Context: an optimization exercise on an open-source flow, tuned for small area, a short achievable clock period and few clock cycles per item. The choices shown serve that exercise and are no tape-out recipe. Only simulation tests tie the RTL to the original design; equivalence was not proved. Power figures rest on the tool's default switching activity, not on a simulated workload.

## alpha_compositor
module alpha_compositor (
    input  wire         clk,
    input  wire         rst,         
    input  wire         cmd_valid,
    output wire         cmd_ready,
    input  wire [127:0] cmd,
    output reg          rsp_valid,
    input  wire         rsp_ready,
    output wire [47:0]  rsp
);
Settings: LEC_CHECK=0, ABC_AREA=1, CAP_MARGIN=20, CORE_MARGIN=2, CORE_UTILIZATION=60, CTS_CLUSTER_DIAMETER=100, CTS_CLUSTER_SIZE=30, SLEW_MARGIN=70; clock period 33.0 ns.
standard.sh (not shown) runs the stock make flow with config.mk's settings and CLKGATE_MAP_FILE= SYNTH_SCRIPT=/design/flow/synth_recipe.tcl, a recipe that flattens the netlist after the stock synthesis.
==> flow/flow/run.sh <==
#!/bin/bash
# The standard layout, with sky130_fd_sc_hd__buf_1 as the buffer that
# buffer_ports puts on every input and output port.
set -euo pipefail
export BUFFER_PORTS_ARGS="-buffer_cell sky130_fd_sc_hd__buf_1"
bash standard.sh > standard_flow.log 2>&1
Testbench counts at the start, summed over its fixed seeds: cycles 18,018, items 18,000.
Next try:
SLEW_MARGIN = 75   (was 70)
Effect:
- non-clock buffer count went up by 10
- total power stays flat
- clock-buffer cell count went up by 1
- worst setup slack is worse by 18 ps
- maximum frequency barely changes
- via count went down by 0.66%
- critical path depth is unchanged
- synthesized area stays the same
- die area does not change

* * *

alpha_compositor, a different RTL version from the one above (not shown whole).
For scale: roughly 2500 cells after synthesis, roughly 210 flip-flops, about 180 I/O pins, roughly 18000 sq um of cells after synthesis.
clock: 33.0 ns
lec_check: 0
abc_area: 1
cap_margin: 20
core_margin: 2
core_utilization: 40
slew_margin: 70
run.sh (not shown) runs the stock make flow with config.mk's settings and CLKGATE_MAP_FILE= SYNTH_SCRIPT=/design/flow/synth_recipe.tcl, a recipe that flattens the netlist after the stock synthesis.
Stock flow here: none of the scripts above is used.
The baseline went through all stages and came out clean.
Testbench counts at the start, summed over its fixed seeds: cycles 18,018, items 18,000.
Edit:
--- a/flow/config.mk
+++ b/flow/config.mk
@@ -7,6 +7,6 @@
 export LEC_CHECK = 0
 export ABC_AREA = 1
-export CAP_MARGIN = 20
+export CAP_MARGIN = 50
 export CORE_MARGIN = 2
 export CORE_UTILIZATION = 40
-export SLEW_MARGIN = 70
+export SLEW_MARGIN = 50
=> The new run ran to the end with no violations; wire length came out lower slightly; via count barely changes; setup slack gains 4.2 ps; register-to-register slack is worse by 160 ps; non-clock buffer count shrinks by 6; fmax is about the same; die area does not change; core utilization decreases by 0.58 points.

* * *

Setup of 12-06:
alpha_compositor again, from the RTL that the note above started with.
==> flow/config.mk <==
export PLATFORM = sky130hd
export DESIGN_NAME = alpha_compositor
export DESIGN_NICKNAME = alpha_compositor
export VERILOG_FILES = /design/flow/design.v
export SDC_FILE = /design/flow/constraint.sdc
export NUM_CORES = 4
export LEC_CHECK = 0
export ABC_AREA = 1
export CAP_MARGIN = 20
export CORE_MARGIN = 2
export CORE_UTILIZATION = 40
export SLEW_MARGIN = 20
==> flow/constraint.sdc <==
create_clock -name core_clock -period 33.0 [get_ports {clk}]
set_input_delay 6.6000 -clock core_clock [delete_from_list [all_inputs] [get_ports {clk}]]
set_output_delay 6.6000 -clock core_clock [all_outputs]
set_load 0.01 [all_outputs]
standard.sh (not shown) runs the stock make flow with config.mk's settings and CLKGATE_MAP_FILE= SYNTH_SCRIPT=/design/flow/synth_recipe.tcl, a recipe that flattens the netlist after the stock synthesis.
==> flow/flow/run.sh <==
#!/bin/bash
# The standard layout, with sky130_fd_sc_hd__buf_2 as the buffer that
# buffer_ports puts on every input and output port.
set -euo pipefail
export BUFFER_PORTS_ARGS="-buffer_cell sky130_fd_sc_hd__buf_2"
bash standard.sh > standard_flow.log 2>&1
12-06 finished every stage and its layout cleared the timing, design-rule and antenna checks.
Testbench counts of 12-06, summed over its fixed seeds: cycles 18,018, items 18,000.
Here is what was changed in the inputs of 09-20 compared with 12-06.
==> flow/run.sh (new file) <==
#!/bin/bash
# synth_recipe.tcl (not shown) runs the flow's synth.tcl, then flattens the netlist and writes it again
# the make line also repeats each setting of config.mk as NAME=value (left out here)
make -C /OpenROAD-flow-scripts/flow DESIGN_CONFIG=/design/flow/config.mk WORK_HOME=/design/flow/orfs CLKGATE_MAP_FILE= SYNTH_SCRIPT=/design/flow/synth_recipe.tcl finish
removed: flow/flow/run.sh
removed: flow/standard.sh
09-20 was carried through to the last stage, and its layout satisfied the timing, design-rule and antenna checks. 12-06 ended with every stage complete and zero timing, DRC or antenna violations. Fmax came out lower on 09-20 than on 12-06. In the flow results for 09-20 and 12-06, the clock buffer instance count of the final layout is smaller on 12-06. Global-route usage: 09-20 and 12-06 compared, lower one is 12-06. Est. power | 09-20 vs 12-06 | 09-20 higher. Worst setup slack: 09-20 and 12-06 compared, higher one is 12-06. Between 12-06 and 09-20, the register-to-register slack does not differ in any meaningful way. Largest incremental delay on the critical path was higher in 12-06 than in 09-20. Compared to 12-06, 09-20 has met2 usage 2.3 points higher. Of 09-20 and 12-06, the run reporting the lower critical path data arrival time was 12-06.

* * *

## the baseline
RTL: one of the versions met above, not the one the previous note started from.
Size: ~2400 cells after synthesis, about 210 flip-flops, about 180 I/O pins.
==> flow/config.mk <==
export PLATFORM = sky130hd
export DESIGN_NAME = alpha_compositor
export DESIGN_NICKNAME = alpha_compositor
export VERILOG_FILES = /design/flow/design.v
export SDC_FILE = /design/flow/constraint.sdc
export NUM_CORES = 4
export LEC_CHECK = 0
export ABC_AREA = 1
export CAP_MARGIN = 20
export CORE_MARGIN = 2
export CORE_UTILIZATION = 60
export CTS_CLUSTER_DIAMETER = 100
export CTS_CLUSTER_SIZE = 30
export SLEW_MARGIN = 50
==> flow/constraint.sdc <==
create_clock -name core_clock -period 33.0 [get_ports {clk}]
set_input_delay 6.6000 -clock core_clock [delete_from_list [all_inputs] [get_ports {clk}]]
set_output_delay 6.6000 -clock core_clock [all_outputs]
set_load 0.01 [all_outputs]
==> flow/flow/run.sh <==
#!/bin/bash
# The standard layout, with sky130_fd_sc_hd__buf_1 as the buffer that
# buffer_ports puts on every input and output port.
set -euo pipefail
export BUFFER_PORTS_ARGS="-buffer_cell sky130_fd_sc_hd__buf_1"
bash standard.sh > standard_flow.log 2>&1
Testbench counts of the baseline, summed over its fixed seeds: cycles 18,018, items 18,000.
The inputs of the candidate differ from those of the baseline as listed below.
-- flow/config.mk --
<<< the baseline, line 13
export CTS_CLUSTER_SIZE = 30
export SLEW_MARGIN = 50
>>> the candidate, line 13
export CTS_CLUSTER_SIZE = 30
export SLEW_MARGIN = 85
Results
In the flow results for the baseline and the candidate, the share of final layout cell area taken by non-clock buffers is larger on the candidate. Per the comparison of the candidate with the baseline, fraction of power spent switching nets held, worst reg2reg path depth went up 14, post-place instance area went up about 16%. The baseline vs the candidate, end point of the critical path: rsp[27] vs side2[15]. Changes observed in the candidate relative to the baseline: largest net degree at the start of global routing decreased 14; static leakage power increased about 12%. The candidate ends up with a number of diodes that is 1 lower than in the baseline. Summary of the comparison: number of cells after detailed placement is higher in the candidate, relative to the baseline. Compared with the baseline, the candidate ends up with more cell area. | overall track demand over capacity in global routing | the candidate vs the baseline | 2.8 points higher |. The candidate: sequential share of layout area is 4.1 points lower than what the baseline reported. The baseline ended up with reg2out as its category of the most critical setup path; the candidate ended up with reg2reg.

static timing again, ports no longer ideal:
In the flow no input, the clock included, has a driving cell. The finished layouts below were timed again as built, in two steps.
Step 1 sets driving cells, clkbuf_16 on the clock port and buf_2 on the other inputs (assumed; they add their load-dependent delay and slew).
Step 2, shift: input delay + t, output delay - t, t = (earliest + latest rising clock arrival at the registers) / 2. This alone moves slack from input paths to output paths.
a / b / c = ideal ports / drivers / drivers and shift; a / b = the first two.
run | shift t [ns] | slack for setup (ns) | worst setup path after step 2
the first run of note 1 | 0.532 | 25.245 / 25.204 / 24.944 | input to register
the second run of note 1 | 0.520 | 25.227 / 25.190 / 24.957 | input to register
the first run of note 2 | 0.611 | 24.808 / 24.753 / 24.309 | input to register
the second run of note 2 | 0.609 | 24.812 / 24.756 / 24.233 | input to register
12-06 | 0.609 | 24.820 / 24.851 / 24.243 | input to register
09-20 | 0.607 | 24.453 / 24.480 / 23.874 | input to register
the baseline | 0.529 | 25.226 / 25.183 / 24.920 | input to register
the candidate | 0.534 | 21.016 / 21.016 / 21.016 | register to register
After both steps setup and hold are still met in every run listed.
